From an optimization exercise on the open Yosys and OpenROAD flow, aimed at small area, a short achievable clock period and few clock cycles; shortcuts taken in it are not production practice.
Only simulation tests tie the RTL to the original design; equivalence was not proved.

==> inputs of wip/harbor <==
==> flow/design.v (excerpt) <==
module msrcc (
    input  wire       clk,
    input  wire       rst,           
    input  wire       bus_valid,
    input  wire       bus_we,
    input  wire [9:0] bus_addr,
    input  wire [7:0] bus_wdata,
    output reg        bus_ready,
    output reg  [7:0] bus_rdata
);
clock: 8.0 ns
lec_check: 0
cap_margin: 20
core_margin: 2
core_utilization: 40
cts_buf_list: sky130_fd_sc_hd__clkbuf_8
cts_cluster_size: 20
place_density: 0.6
setup_slack_margin: 3.8
slew_margin: 20
run.sh (not shown) runs the stock make flow with config.mk's settings and CLKGATE_MAP_FILE= SYNTH_SCRIPT=/design/flow/synth_recipe.tcl, a recipe that flattens the netlist after the stock synthesis.
==> wip/garnet (differences from wip/harbor) <==
--- a/flow/design.v
+++ b/flow/design.v
@@ -35,19 +35,19 @@
     output wire        pm
 );
     wire d5 = sel[0], d7 = sel[1], k5 = sel[2], p7 = sel[3], e7 = sel[4], af = sel[5];
     wire dec5 = sel[6], dec7 = sel[7], u7 = sel[8];
     wire a5 = sel[9], a7 = sel[10], f5 = sel[11], f7 = sel[12];
     wire ok_p5 = sel[13], ok_e5 = sel[14], w7 = sel[15];
     wire p4  = x[0] ^ x[1] ^ x[2] ^ x[3];
-    wire p6  = p4 ^ x[4] ^ x[5];
-    wire pe7 = p4 ^ x[4] ^ x[6];
+    wire q   = p4 ^ x[4];
+    wire m7  = (p7 & x[5]) | (e7 & x[6]);
     wire c54 = x[5] | x[4];
     wire n54 = x[5] & x[4];
-    assign y[0] = (d5 & x[4]) | (d7 & x[6]) | (k5 & p4) | (p7 & p6) | (e7 & pe7) | (af & x[0]);
+    assign y[0] = (d5 & x[4]) | (d7 & x[6]) | (k5 & p4) | ((p7 | e7) & (q ^ m7)) | (af & x[0]);
     assign y[1] = ((d5 | k5) & x[3]) | ((d7 | p7) & x[5]) | (e7 & x[6]) | (af & x[1]);
     assign y[2] = ((d5 | k5 | af) & x[2]) | ((d7 | p7 | e7) & x[4]);
     assign y[3] = ((d5 | k5) & x[1]) | ((d7 | p7 | e7 | af) & x[3]);
     assign y[4] = dec5 | ((d7 | p7 | e7) & x[2]) | (k5 & x[0]) |
                   ((a5 | f5) & ~x[4]) | ((a7 | f7) & x[4]);
     assign y[5] = dec5 | ((u7 | p7 | e7) & x[1]) | (dec7 & ~x[1]) |
                   (a5 & ~(x[5] ^ x[4])) | (f5 & (x[5] ^ x[4])) | ((a7 | f7) & ~x[5]);
@@ -60,15 +60,15 @@
                 (ok_e5 & ~x[7] & ~x[6] & x[5] & x[4]) |
                 (p7 & ~(x[7] | x[6])) |
                 (e7 & ~x[7] & (x[6] ^ x[5])) |
                 (a5 & ~(x[7] & x[6] & c54)) |
                 (a7 & ~(x[7] & x[6] & x[5])) |
                 (f5 & (x[7] | x[6] | n54)) |
                 (f7 & (x[7] | x[6] | x[5]));
-    assign pm = x[0] ^ x[1] ^ x[2] ^ x[3] ^ x[4] ^ (w7 & (x[5] ^ x[6]));
+    assign pm = q ^ (w7 & (x[5] ^ x[6]));
 endmodule
 module msrcc (
     input  wire       clk,
     input  wire       rst,           
     input  wire       bus_valid,
     input  wire       bus_we,
     input  wire [9:0] bus_addr,
@@ -104,14 +104,30 @@
     wire         rf_dec = run_sel[18];
     wire         rf_pd  = run_sel[16];   
     reg [7:0]    run_n;              
     reg [7:0]    lim;                
     reg [7:0]    nm1;                
     reg          acc_pmis;
     reg          acc_rxp;
+    reg  [8:0] sq;
+    reg  [7:0] okb;
+    wire [7:0] wv = bus_wdata;
+    wire [7:0] okv = {
+        ~wv[7] & (wv[6] ^ wv[5]),                         
+        wv[7] | wv[6] | wv[5],                            
+        ~(wv[7] & wv[6] & wv[5]),                         
+        ~(wv[7] | wv[6]),                                 
+        (wv[7:4] == 4'b0011),                             
+        wv[7] | wv[6] | (wv[5] & wv[4]),                  
+        ~(wv[7] & wv[6] & (wv[5] | wv[4])),               
+        (wv[7:4] == 4'b0000)                              
+    };
+    wire [1:0] wfi = (wcmd_fn == 3'd2) ? 2'd0 : (wcmd_fn == 3'd3) ? 2'd1 :
+                     (wcmd_fn == 3'd4) ? 2'd2 : 2'd3;
+    wire       skip_chk = ({1'b0, len_r} <= sq) & okb[{wcmd_w7, wfi}];
     wire cpass = run & chk;
     wire wpass = run & ~chk;
     wire pass_end = (cnt == P - 1);
     wire done = wpass & pass_end;
     wire [7:0] wcmd      = bus_wdata;
     wire [2:0] wcmd_fn   = wcmd[6:4];
     wire       wcmd_ill  = wcmd[3] | (wcmd_fn == 3'd0) | (wcmd_fn == 3'd7);
@@ -253,15 +269,28 @@
             cnt      <= {PB{1'b0}};
             run_sel  <= 20'd0;
             run_n    <= 8'h00;
             lim      <= 8'h00;
             nm1      <= 8'h00;
             acc_pmis <= 1'b0;
             acc_rxp  <= 1'b0;
+            sq       <= 9'd0;
+            okb      <= 8'h00;
         end else begin
+            if (ibuf_wr) begin
+                if (bus_addr[7:0] == 8'd0) begin
+                    sq  <= 9'd1;
+                    okb <= okv;
+                end else if ({1'b0, bus_addr[7:0]} == sq) begin
+                    sq  <= sq + 9'd1;
+                    okb <= okb & okv;
+                end else if ({1'b0, bus_addr[7:0]} < sq) begin
+                    okb <= okb & okv;
+                end
+            end
             g  <= g + 1'b1;
             cs <= cur_inc[7:PB];
             if (acc_rd & a_bufr & (rd_dist > P + 1))
                 cs <= aim_miss[7:PB];
             if (acc_wr) begin
                 if (a_cmd) begin
                     cmd_r  <= wcmd;
@@ -275,15 +304,15 @@
                             dout_r   <= imm_y;
                             status_r <= {2'b00, imm_pmis, imm_rxp, 4'b0000};
                         end else begin
                             status_r <= 8'h0D;
                         end
                     end else begin
                         run      <= 1'b1;
-                        chk      <= wsel[17];
+                        chk      <= wsel[17] & ~skip_chk;
                         cnt      <= {PB{1'b0}};
                         run_sel  <= wsel;
                         run_n    <= len_r;
                         lim      <= len_r;
                         nm1      <= len_r - 8'd1;
                         acc_pmis <= 1'b0;
                         acc_rxp  <= 1'b0;
==> notes.md <==
In wip/harbor the maximum frequency is higher than in wip/garnet, by about 7.5%. In wip/garnet the non-clock buffer count is lower than in wip/harbor, by 47. Between wip/harbor and wip/garnet, the lower worst hold slack is in wip/garnet (gap 0.011 ns). In wip/garnet the sequential share of layout area is lower than in wip/harbor, by 0.42 points.
Testbench counts of wip/harbor, summed over its fixed seeds: cycles 64,968.
Testbench counts of wip/garnet, summed over its fixed seeds: cycles 63,184.

## static timing again, ports no longer ideal
In the flow no input, the clock included, has a driving cell. The finished layouts below were timed again as built, in two steps.
Step 1, drivers: a clkbuf_16 drives clk and a buf_2 each remaining input, both assumed.
Step 2 adds t to the input delays and takes it off the output delays; t is the mean of the earliest and latest rising clock arrival at the registers after step 1. Input paths then give back, and output paths get back, about the clock's delay inside the block.
Three values: no drivers, after step 1, after step 2; two values: the first two.
run | t (ns) | setup WS [ns] | latest minus earliest clock arrival (ns) | worst slew at a driven data input, ns
wip/harbor | 1.131 | 3.034 / 2.991 / 2.644 | 0.113 / 0.113 | 0.08
wip/garnet | 1.155 | 2.661 / 2.602 / 2.600 | 0.109 / 0.109 | 0.19
After both steps every run listed still meets setup and hold. For wip/harbor, which loses most, drivers alone change the setup slack by -0.043 ns; drivers and shift together by -0.390 ns.
